Context: an optimization exercise on an open-source flow, tuned for a short achievable clock period and few clock cycles. The choices shown serve that exercise and are no tape-out recipe.
No functional check of the RTL was part of this run.

==> design/flow/run.sh <==
#!/bin/bash
# synth_recipe.tcl (not shown) runs the flow's synth.tcl, then flattens the netlist and writes it again
# the make line also repeats each setting of config.mk as NAME=value (left out here)
make -C /OpenROAD-flow-scripts/flow DESIGN_CONFIG=/design/flow/config.mk WORK_HOME=/design/flow/orfs CLKGATE_MAP_FILE= SYNTH_SCRIPT=/design/flow/synth_recipe.tcl finish
==> design/flow/config.mk <==
export PLATFORM = sky130hd
export DESIGN_NAME = bv_decoder
export DESIGN_NICKNAME = bv_decoder
export VERILOG_FILES = /design/flow/design.v
export SDC_FILE = /design/flow/constraint.sdc
export NUM_CORES = 4
export LEC_CHECK = 0
export CAP_MARGIN = 20
export CORE_MARGIN = 2
export CORE_UTILIZATION = 40
export SLEW_MARGIN = 20
==> design/flow/constraint.sdc <==
create_clock -name core_clock -period 8.0 [get_ports {clk}]
set_input_delay 1.6000 -clock core_clock [delete_from_list [all_inputs] [get_ports {clk}]]
set_output_delay 1.6000 -clock core_clock [all_outputs]
set_load 0.01 [all_outputs]
==> design/flow/design.v <==
module bv_decoder (
    input  wire        clk,
    input  wire        rst,
    input  wire [15:0] width,
    input  wire [15:0] height,
    input  wire        in_valid,
    output wire        in_ready,
    input  wire [31:0] in_data,
    output wire        out_valid,
    input  wire        out_ready,
    output wire [1:0]  out_kind,
    output wire [10:0] out_x,
    output wire [10:0] out_y,
    output wire [15:0] out_pat,
    output wire        fault
);
    localparam [1:0] K_PAT   = 2'd0;
    localparam [1:0] K_INDEX = 2'd1;
    localparam [1:0] K_FLIP  = 2'd2;
    localparam [3:0] S_TAG     = 4'd0;
    localparam [3:0] S_PREFIX  = 4'd1;
    localparam [3:0] S_SLOT    = 4'd2;
    localparam [3:0] S_IDX     = 4'd3;
    localparam [3:0] S_INL     = 4'd4;
    localparam [3:0] S_EMIT    = 4'd5;
    localparam [3:0] S_MOVE    = 4'd6;
    localparam [3:0] S_FLIP    = 4'd7;
    localparam [3:0] S_FLIPOUT = 4'd8;
    localparam [3:0] S_FAULT   = 4'd9;
    reg  [3:0]  state;
    reg  [63:0] bbuf;
    reg  [6:0]  bcnt;
    reg  [7:0]  cur_x;       
    reg  [7:0]  cur_y;
    reg  [1:0]  dir;
    reg  [15:0] mask;
    reg  [4:0]  slot;        
    reg  [1:0]  kind_r;
    reg  [15:0] pat_r;
    wire [12:0] bx = {cur_x[7], cur_x, 4'b0000} + {9'd0, slot[1:0], 2'b00};
    wire [12:0] by = {cur_y[7], cur_y, 4'b0000} + {9'd0, slot[3:2], 2'b00};
    wire x_inside = !bx[12] && ({5'd0, bx[11:0]} + 17'd4 <= {1'b0, width});
    wire y_inside = !by[12] && ({5'd0, by[11:0]} + 17'd4 <= {1'b0, height});
    wire tile_inside = x_inside && y_inside;
    reg  [4:0] cons;
    always @(*) begin
        cons = 5'd0;
        case (state)
            S_TAG:    if (bcnt >= 7'd2)  cons = bbuf[0] ? 5'd1 : 5'd2;
            S_PREFIX: if (bcnt >= 7'd18) cons = 5'd18;
            S_SLOT:   if (!slot[4] && mask[slot[3:0]] && bcnt >= 7'd2) cons = 5'd2;
            S_IDX:    if (bcnt >= 7'd8)  cons = 5'd8;
            S_INL:    if (bcnt >= 7'd16) cons = 5'd16;
            S_MOVE:   if (bcnt >= 7'd10) cons = 5'd10;
            S_FLIP:   if (bcnt >= 7'd16) cons = 5'd16;
            default:  cons = 5'd0;
        endcase
    end
    wire [6:0]  cnt_after = bcnt - {2'b00, cons};
    wire [63:0] buf_after = bbuf >> cons;
    assign in_ready = (bcnt <= 7'd32) && (state != S_FAULT);
    wire   in_fire  = in_valid && in_ready;
    assign out_valid = (state == S_EMIT && tile_inside) || (state == S_FLIPOUT);
    wire   out_fire  = out_valid && out_ready;
    assign out_kind = kind_r;
    assign out_pat  = pat_r;
    assign out_x    = (state == S_FLIPOUT) ? 11'd0 : bx[10:0];
    assign out_y    = (state == S_FLIPOUT) ? 11'd0 : by[10:0];
    assign fault    = (state == S_FAULT);
    always @(posedge clk) begin
        if (rst) begin
            bbuf <= 64'd0;
            bcnt <= 7'd0;
        end else if (in_fire) begin
            bbuf <= buf_after | ({32'd0, in_data} << cnt_after);
            bcnt <= cnt_after + 7'd32;
        end else begin
            bbuf <= buf_after;
            bcnt <= cnt_after;
        end
    end
    always @(posedge clk) begin
        if (rst) begin
            state  <= S_TAG;
            cur_x  <= 8'd0;
            cur_y  <= 8'd0;
            dir    <= 2'd0;
            mask   <= 16'd0;
            slot   <= 5'd0;
            kind_r <= K_PAT;
            pat_r  <= 16'd0;
        end else begin
            case (state)
                S_TAG: begin
                    if (bcnt >= 7'd2) begin
                        if (bbuf[0])
                            state <= S_PREFIX;
                        else if (bbuf[1])
                            state <= S_MOVE;
                        else
                            state <= S_FLIP;
                    end
                end
                S_PREFIX: begin
                    if (bcnt >= 7'd18) begin
                        dir   <= bbuf[1:0];
                        mask  <= bbuf[17:2];
                        slot  <= 5'd0;
                        state <= S_SLOT;
                    end
                end
                S_SLOT: begin
                    if (slot[4]) begin
                        case (dir)
                            2'd0: cur_x <= cur_x + 8'd1;
                            2'd1: cur_y <= cur_y + 8'd1;
                            2'd2: cur_x <= cur_x - 8'd1;
                            2'd3: cur_y <= cur_y - 8'd1;
                        endcase
                        state <= S_TAG;
                    end else if (!mask[slot[3:0]]) begin
                        slot <= slot + 5'd1;
                    end else if (bcnt >= 7'd2) begin
                        if (bbuf[0]) begin
                            kind_r <= K_PAT;
                            pat_r  <= bbuf[1] ? 16'hFFFF : 16'h0000;
                            state  <= S_EMIT;
                        end else if (bbuf[1]) begin
                            state <= S_IDX;
                        end else begin
                            state <= S_INL;
                        end
                    end
                end
                S_IDX: begin
                    if (bcnt >= 7'd8) begin
                        kind_r <= K_INDEX;
                        pat_r  <= {8'd0, bbuf[7:0]};
                        state  <= S_EMIT;
                    end
                end
                S_INL: begin
                    if (bcnt >= 7'd16) begin
                        kind_r <= K_PAT;
                        pat_r  <= bbuf[15:0];
                        state  <= S_EMIT;
                    end
                end
                S_EMIT: begin
                    if (!tile_inside) begin
                        state <= S_FAULT;
                    end else if (out_ready) begin
                        slot  <= slot + 5'd1;
                        state <= S_SLOT;
                    end
                end
                S_MOVE: begin
                    if (bcnt >= 7'd10) begin
                        cur_x <= {3'd0, bbuf[4:0]};
                        cur_y <= {3'd0, bbuf[9:5]};
                        state <= S_TAG;
                    end
                end
                S_FLIP: begin
                    if (bcnt >= 7'd16) begin
                        kind_r <= K_FLIP;
                        pat_r  <= bbuf[15:0];
                        state  <= S_FLIPOUT;
                    end
                end
                S_FLIPOUT: begin
                    if (out_ready) begin
                        cur_x <= 8'd0;
                        cur_y <= 8'd0;
                        state <= S_TAG;
                    end
                end
                S_FAULT: state <= S_FAULT;
                default: state <= S_TAG;
            endcase
        end
    end
endmodule
==> summary.txt <==
## sequential cells by signal, indices dropped and copies added (netlist names)
signal	cells
cur_y	8
cur_x	8
bbuf	64
pat_r	16
bcnt	7
mask	16
kind_r	2
state	4
slot	5
dir	2
## layer usage
metal / vias up / share of wire, % / global-route usage (%)
li1: 5640 / - / -
met1: 5520 / 42 / 35.0
met2: 501 / 47 / 45.4
met3: 103 / 6.6 / 4.90
met4: 0 / 3.9 / 11.7
met5: - / 0 / 0
## final cells by class
cell class	instances	area, µm²
repair buffers	131	1250
inverters	52	198
clock inverters	8	126
fillers	2876	14600
clock buffers	23	468
flip-flops and latches	132	2640
multi-input cells	1225	7960
well taps	378	473
## synth_stat cells (all sizes together), types with 10 or more instances
library cell  count
buf              38
inv              51
or3              13
nor3             38
a21oi           138
a211oi           39
and2             15
a221oi           20
xnor2            23
o21ai            77
a31oi            30
nand2b           14
o22ai            13
a22oi            28
mux2i            89
o211ai           15
nand2           196
nor2            184
mux4             21
mux2             10
clkbuf           82
dfxtp           132
nand3            49
and3             16
nor2b            17
o21a             10
ha               40
xor2             10
## critical path, delay by kind of cell
family / cells / cell delay [ns]
AO/OA/AOI/OAI: 7 / 1.64
buffers and inverters: 3 / 1.07
adder cells (fa/ha/maj): 1 / 0.30
AND/OR/NAND/NOR: 1 / 0.23
## logic make-up after synthesis
family                     after synthesis  share of synthesized area (%)
adders and majority gates               43                           4.99
DFF                                    132                           23.5
xor gates and xnor gates                33                           2.57
and+or+nand+nor                        571                           22.7
muxes                                  120                           13.2
AOI/OAI and AO/OA                      454                           26.4
buffers and inverters                  172                           6.56
other                                    1                         0.0334
## final timing paths
| path | start | end | depth (start not counted) |
|---|---|---|---|
| max reg2reg | bcnt[1]$_SDFF_PP0_ | bbuf[28]$_SDFF_PP0_ | 13 |
| min | kind_r[0]$_SDFFE_PP0P_ | kind_r[0]$_SDFFE_PP0P_ | 2 |
| max | width[3] | out_valid | 12 |
| min reg2reg | kind_r[0]$_SDFFE_PP0P_ | kind_r[0]$_SDFFE_PP0P_ | 2 |
## metrics by stage
step	hold WS (ns)	instance area, µm²	setup slack (ns)	util, %
4_1_cts	0.483	13100	1.53	47.3
6_report	0.478	13100	1.54	47.3
2_1_floorplan	0.455	11200	2.88	-
3_5_place_dp	0.475	12500	1.58	45.1
3_3_place_gp	0.461	12500	1.58	45.1
5_1_grt	0.497	13100	1.33	47.3
==> summary.txt <==
----------------------------------------------------
[Clocking]
  Root Buffer ... sky130_fd_sc_hd__clkbuf_16
  Hold-fix buffer count after cts ... 0
  Clock edge transition at the registers on the reported setup and hold paths ... 0.06 ns
  Clock sinks ... 132
  Clock tree from TritonCTS ... yes
  H-tree lvl count ... 4
  Clock Path Buffers ... 2
  TritonCTS Buffers ... 17
  Clk latency of the worst-skew pair ... 0.44 ns
  Buffers inserted by post-CTS timing repair ... 0
  Post_cts resized ... 0

[Timing]
  RSZ-0062 raised after global routing ... false
  Final period util ... 80.7%
  Transition time of the tightest slew-check pin ... 1.03 ns
  Slew HR ... 30.4%
  Final setup violating endpoints ... 0
  Hold Fails Final Rpt ... 0
  Worst-case clock skew ... 0.0142 ns
  Setup TNS after final layout ... 0 ns
  F_max ... 155 MHz
  Count of final max-slew check failures ... 0
  Final critical path time including I/O delays and setup ... 6.46 ns

[Global route]
  Total global routing overflow ... 0
  Maximum number of pins on one net before global-route repair ... 83
  Wire length of the first global-routing pass ... 62500 µm
  Antenna violations before repair ... 0
  Tot GR Track Use ... 27.4%
  Via count of the first global-routing pass ... 11.1k

[Die]
  Initial Util ... 40.5%
  Core Region ... 27700 µm²
  Floorplan die area ... 29400 µm²
  Die Ht ... 172 µm
  Number of cell rows ... 61
  Width of the chip ... 172 µm
  Top Ports ... 111

[Cells and area]
  Layout net count ... 1670
  ANT cells ... 0
  Area growth, synth to finish ... 16.8%
  Leading cell type in the layout, fill and taps excluded ... sky130_fd_sc_hd__nand2_1
  Top library cells by usage in the layout, fill and taps aside ... sky130_fd_sc_hd__nand2_1 (196), sky130_fd_sc_hd__nor2_1 (182), sky130_fd_sc_hd__a21oi_1 (137)
  Final Instance Count excl. Fillers ... 1949
  Ratio of cells with drive above 1 in the final layout ... 7.19%

[Worst setup path]
  Largest stage delay, worst path ... 0.58 ns
  R2R Setup Slk ... 2.14 ns
  Critical-path maximum fanout ... 5
  Required arrival time at the worst endpoint ... 6.40 ns
  Crit path max-delay cell type ... sky130_fd_sc_hd__clkdlybuf4s50_1
  Worst Path Class, Setup ... input pin to output pin
  Crit path DAT ... 4.86 ns
  Type of origin of the critical path ... input pin
  Capturing element type of the critical path ... output pin
  CP Cell Sequence ... clkdlybuf4s50_1, inv_1, ha_1, a21o_1, a21o_1, a21oi_1, o21ai_0, a221o_1, a211oi_1, nand2_1, o21ai_0, clkdlybuf4s50_1

[Logic synthesis]
  Part of the Yosys area used for sequential elements ... 23.5%
  Share of the synthesized area in the top cell type ... 23.5%
  Synth unique cells ... 81
  Cell area after synthesis ... 11200 µm²
  Top area cells in the synthesized netlist ... sky130_fd_sc_hd__dfxtp_1 (24%), sky130_fd_sc_hd__mux2i_1 (7.9%), sky130_fd_sc_hd__nand2_1 (6.6%), sky130_fd_sc_hd__a21oi_1 (6.2%), sky130_fd_sc_hd__nor2_1 (6.1%)
  Main flop type after synthesis ... sky130_fd_sc_hd__dfxtp_1
  Number of enable flip-flop cells after synthesis ... 0
  Synthesized flop and latch total ... 132
  Post-Synthesis Mean Instance Area ... 7.36 µm²
  Share of async-settable or async-resettable flops after synthesis ... 0%
  Syn Inst Count ... 1526
  Cell type with the largest total area after synthesis ... sky130_fd_sc_hd__dfxtp_1
  Synth warnings ... 1

[Route]
  Detailed-route wire length per cell ... 20.5 µm
  Remaining design rule violation count ... 0
  Via density ... 6.04
  Total vias in the final route ... 11.8k
  Number of search-and-repair iterations in the first detailed-routing pass ... 5
  Drt total wl ... 39900 µm
  Antenna viol nets, final ... 0
  Initial detailed-routing violation count ... 1275

[Run status]
  Status ... timing/DRC/antenna clean

[Placement]
  Number of buffers inserted by port buffering ... 106
  Detailed Place HPWL ... 29200 µm
  Placer congestion estimate ... 0.958
  Placed cell count ... 1918

[Job]
  Max-cap check violation count ... 0

[Hold path]
  Tightest Hold Check Type ... flip-flop to flip-flop

----------------------------------------------------

-- afterwards: timing with drivers on the ports --
The results above use ideal ports. As a check the final layout listed here was re-extracted and re-timed, cells and wires unchanged.
Step 1, drivers: a clkbuf_16 drives clk and a buf_2 each remaining input, both assumed.
Step 2 times the ports against the registers' clock, not the clock port: input delays grow and output delays shrink by t, the midpoint of the rising clock arrivals with the driver on.
Three values: ideal, step 1, step 2; two values: the first two.
t, ns: 0.491
setup WS [ns]: 1.542 / 1.519 / 1.519
worst setup path at the end: input to output
latest minus earliest clock arrival (ns): 0.014 / 0.014
worst data-port slew with drivers (ns): 0.04
After both steps setup and hold are still met in this run. The setup slack of this run moves by -0.023 ns with the drivers and by -0.023 ns with both steps.
